This design comes from an exercise in tuning for a short achievable clock period and few clock cycles on the open sky130 flow, not from production work. Only simulation tests tie the RTL to the original design; equivalence was not proved.

==> flow/design.v (excerpt) <==
module crc32_engine (
    input  wire        clk,
    input  wire        rst,
    input  wire        cmd_valid,
    output wire        cmd_ready,
    input  wire [7:0]  cmd,
    input  wire [31:0] din,
    output wire [31:0] dout,
    output wire        err
);
export LEC_CHECK = 0
export ABC_CLOCK_PERIOD_IN_PS = 1000
export CAP_MARGIN = 20
export CORE_MARGIN = 2
export CORE_UTILIZATION = 30
export SETUP_SLACK_MARGIN = 5.0
export SLEW_MARGIN = 20
export TNS_END_PERCENT = 100
create_clock -name core_clock -period 6.0 [get_ports {clk}]
standard.sh (not shown) runs the stock make flow with config.mk's settings and CLKGATE_MAP_FILE= SYNTH_SCRIPT=/design/flow/synth_recipe.tcl, a recipe that flattens the netlist after the stock synthesis.
==> flow/flow/run.sh <==
#!/bin/bash
# Standard layout (the standard.sh, which runs the standard synthesis
# script), with more slow cells kept out of synthesis and repair: three-input
# XORs, high-stack OR/NOR/AND-OR cells and the like. Registers are untouched
# (flip-flops are mapped before ABC and none of them is in the list).
set -euo pipefail
PL=$(cat flow/platform_dont_use.txt)
EXTRA=$(cat flow/extra_dont_use.txt)
bash standard.sh "DONT_USE_CELLS=$PL $EXTRA" finish > standard.log 2>&1
Other scripts of this flow, unchanged in this note and not shown: flow/flow/extra_dont_use.txt, flow/flow/platform_dont_use.txt
The baseline passed the timing, design-rule and antenna checks.
Testbench counts at the start, summed over its fixed seeds: cycles 6,042.
Rerun with:
CORE_UTILIZATION = 35   (was 30)
PLACE_DENSITY = 0.5   (was default)
=>
- core utilization came out higher by 7.2 points
- area after synthesis does not change
- setup slack is better by 0.020 ns
- non-clock buffer count is lower by 30
- cell count decreases by a few percent
- fmax goes up slightly
- global-route usage rose by 2.9 points
- worst hold slack loses 0.0062 ns
Rerun with:
CORE_UTILIZATION = 40   (was 35)
PLACE_DENSITY = default   (was 0.5)
SETUP_SLACK_MARGIN = 4.6   (was 5.0)
=>
- core utilization rose by 8.2 points
- final area fell by 0.73%
- synthesized cell count stays the same

Setup of violet:
Starting RTL as in the previous note.
## crc32_engine
module crc32_engine (
    input  wire        clk,
    input  wire        rst,
    input  wire        cmd_valid,
    output wire        cmd_ready,
    input  wire [7:0]  cmd,
    input  wire [31:0] din,
    output wire [31:0] dout,
    output wire        err
);
==> flow/config.mk <==
export PLATFORM = sky130hd
export DESIGN_NAME = crc32_engine
export DESIGN_NICKNAME = crc32_engine
export VERILOG_FILES = /design/flow/design.v
export SDC_FILE = /design/flow/constraint.sdc
export NUM_CORES = 4
export LEC_CHECK = 0
export ABC_CLOCK_PERIOD_IN_PS = 1000
export CAP_MARGIN = 20
export CELL_PAD_IN_SITES_DETAIL_PLACEMENT = 0
export CELL_PAD_IN_SITES_GLOBAL_PLACEMENT = 1
export CORE_MARGIN = 2
export CORE_UTILIZATION = 40
export SETUP_SLACK_MARGIN = 5.0
export SLEW_MARGIN = 20
export TNS_END_PERCENT = 100
==> flow/constraint.sdc <==
create_clock -name core_clock -period 6.0 [get_ports {clk}]
set_input_delay 1.2000 -clock core_clock [delete_from_list [all_inputs] [get_ports {clk}]]
set_output_delay 1.2000 -clock core_clock [all_outputs]
set_load 0.01 [all_outputs]
Scripts as last shown in full above: flow/flow/run.sh
Other scripts of this flow, unchanged in this note and not shown: flow/flow/extra_dont_use.txt, flow/flow/platform_dont_use.txt
Testbench counts of violet, summed over its fixed seeds: cycles 6,042.
Modified inputs, juniper compared to violet
Settings: CELL_PAD_IN_SITES_GLOBAL_PLACEMENT no longer set, was 1; CELL_PAD_IN_SITES_DETAIL_PLACEMENT no longer set, was 0; PLACE_DENSITY now 0.75, previously not set.
Notes after the runs:
juniper: critical path depth 1 below violet. Changes observed in juniper relative to violet: total global routing track utilization +1.9 points, met1 track demand over resource -2.0 points, total length of routed met3 wires +180%.
[inputs] cedar vs juniper
Settings: putting CTS_CLUSTER_SIZE at 25 where nothing was set; clearing PLACE_DENSITY, which used to be 0.75; putting CTS_CLUSTER_DIAMETER at 120 where nothing was set.
Notes after the runs:
juniper finished end to end and its layout was clean on timing, DRC and antenna. cedar closes out successfully: all stages finished, all timing, DRC and antenna checks passed. Per the comparison of cedar with juniper, wire length lost about 10%; largest fanout on the critical path picked up an extra 1; smallest setup slack after layout picked up an extra 0.15 ns; fill cell total of the finished layout picked up an extra 4.7%. cedar has time the final worst path needs with I/O delays and setup below what juniper had.
> inputs changed (cedar -> delta)
Settings: a deleted CTS_CLUSTER_SIZE that had been 25; a deleted CTS_CLUSTER_DIAMETER that had been 120; an added CTS_BUF_LIST of sky130_fd_sc_hd__clkbuf_8.
==> comparison <==
- Critical path depth | delta above cedar
- delta — sequential fraction of total cell area 0.40 points higher, cedar as reference
- Between cedar and delta, final worst hold slack decreased.
- Summary: with cedar as the reference, number of filler instances in the final layout in delta moved up by a few percent.
- Summary of delta over cedar: clock latency of the later-clocked register in the worst-skew pair now larger; area of the multi-input gates -2.9%.
- Design area shrinks by a few percent when moving from cedar to delta.

separate check: timing with driven ports:
The results above use ideal ports. As a check the final layouts listed here were re-extracted and re-timed, cells and wires unchanged.
Step 1: set_driving_cell puts a clkbuf_16 on clk and a buf_2 on each other input, an assumption about the parent block.
Step 2, shift: input delay + t, output delay - t, t = (earliest + latest rising clock arrival at the registers) / 2. This alone moves slack from input paths to output paths.
Slacks: no drivers / after step 1 / after step 2; pairs: no drivers / after step 1.
| run | t, ns | setup slack, ns | hold slack, ns | clock arrival spread, ns |
|---|---|---|---|---|
| the first run of note 1 | 0.615 | 3.601 / 3.601 / 3.221 | 0.380 / 0.380 / 0.380 | 0.014 / 0.013 |
| the second run of note 1 | 0.590 | 3.621 / 3.621 / 3.247 | 0.374 / 0.374 / 0.374 | 0.017 / 0.018 |
| the third run of note 1 | 0.601 | 3.705 / 3.705 / 3.118 | 0.383 / 0.383 / 0.383 | 0.039 / 0.039 |
| violet | 0.597 | 3.687 / 3.704 / 3.107 | 0.382 / 0.382 / 0.382 | 0.016 / 0.017 |
| juniper | 0.619 | 3.402 / 3.402 / 3.068 | 0.378 / 0.378 / 0.378 | 0.027 / 0.027 |
| cedar | 0.552 | 3.549 / 3.549 / 3.189 | 0.381 / 0.381 / 0.381 | 0.031 / 0.030 |
| delta | 0.607 | 3.759 / 3.725 / 3.136 | 0.375 / 0.375 / 0.375 | 0.032 / 0.032 |
After both steps setup and hold are still met in every run listed. The setup slack of delta, which loses most, moves by -0.034 ns with the drivers and by -0.623 ns with both steps.
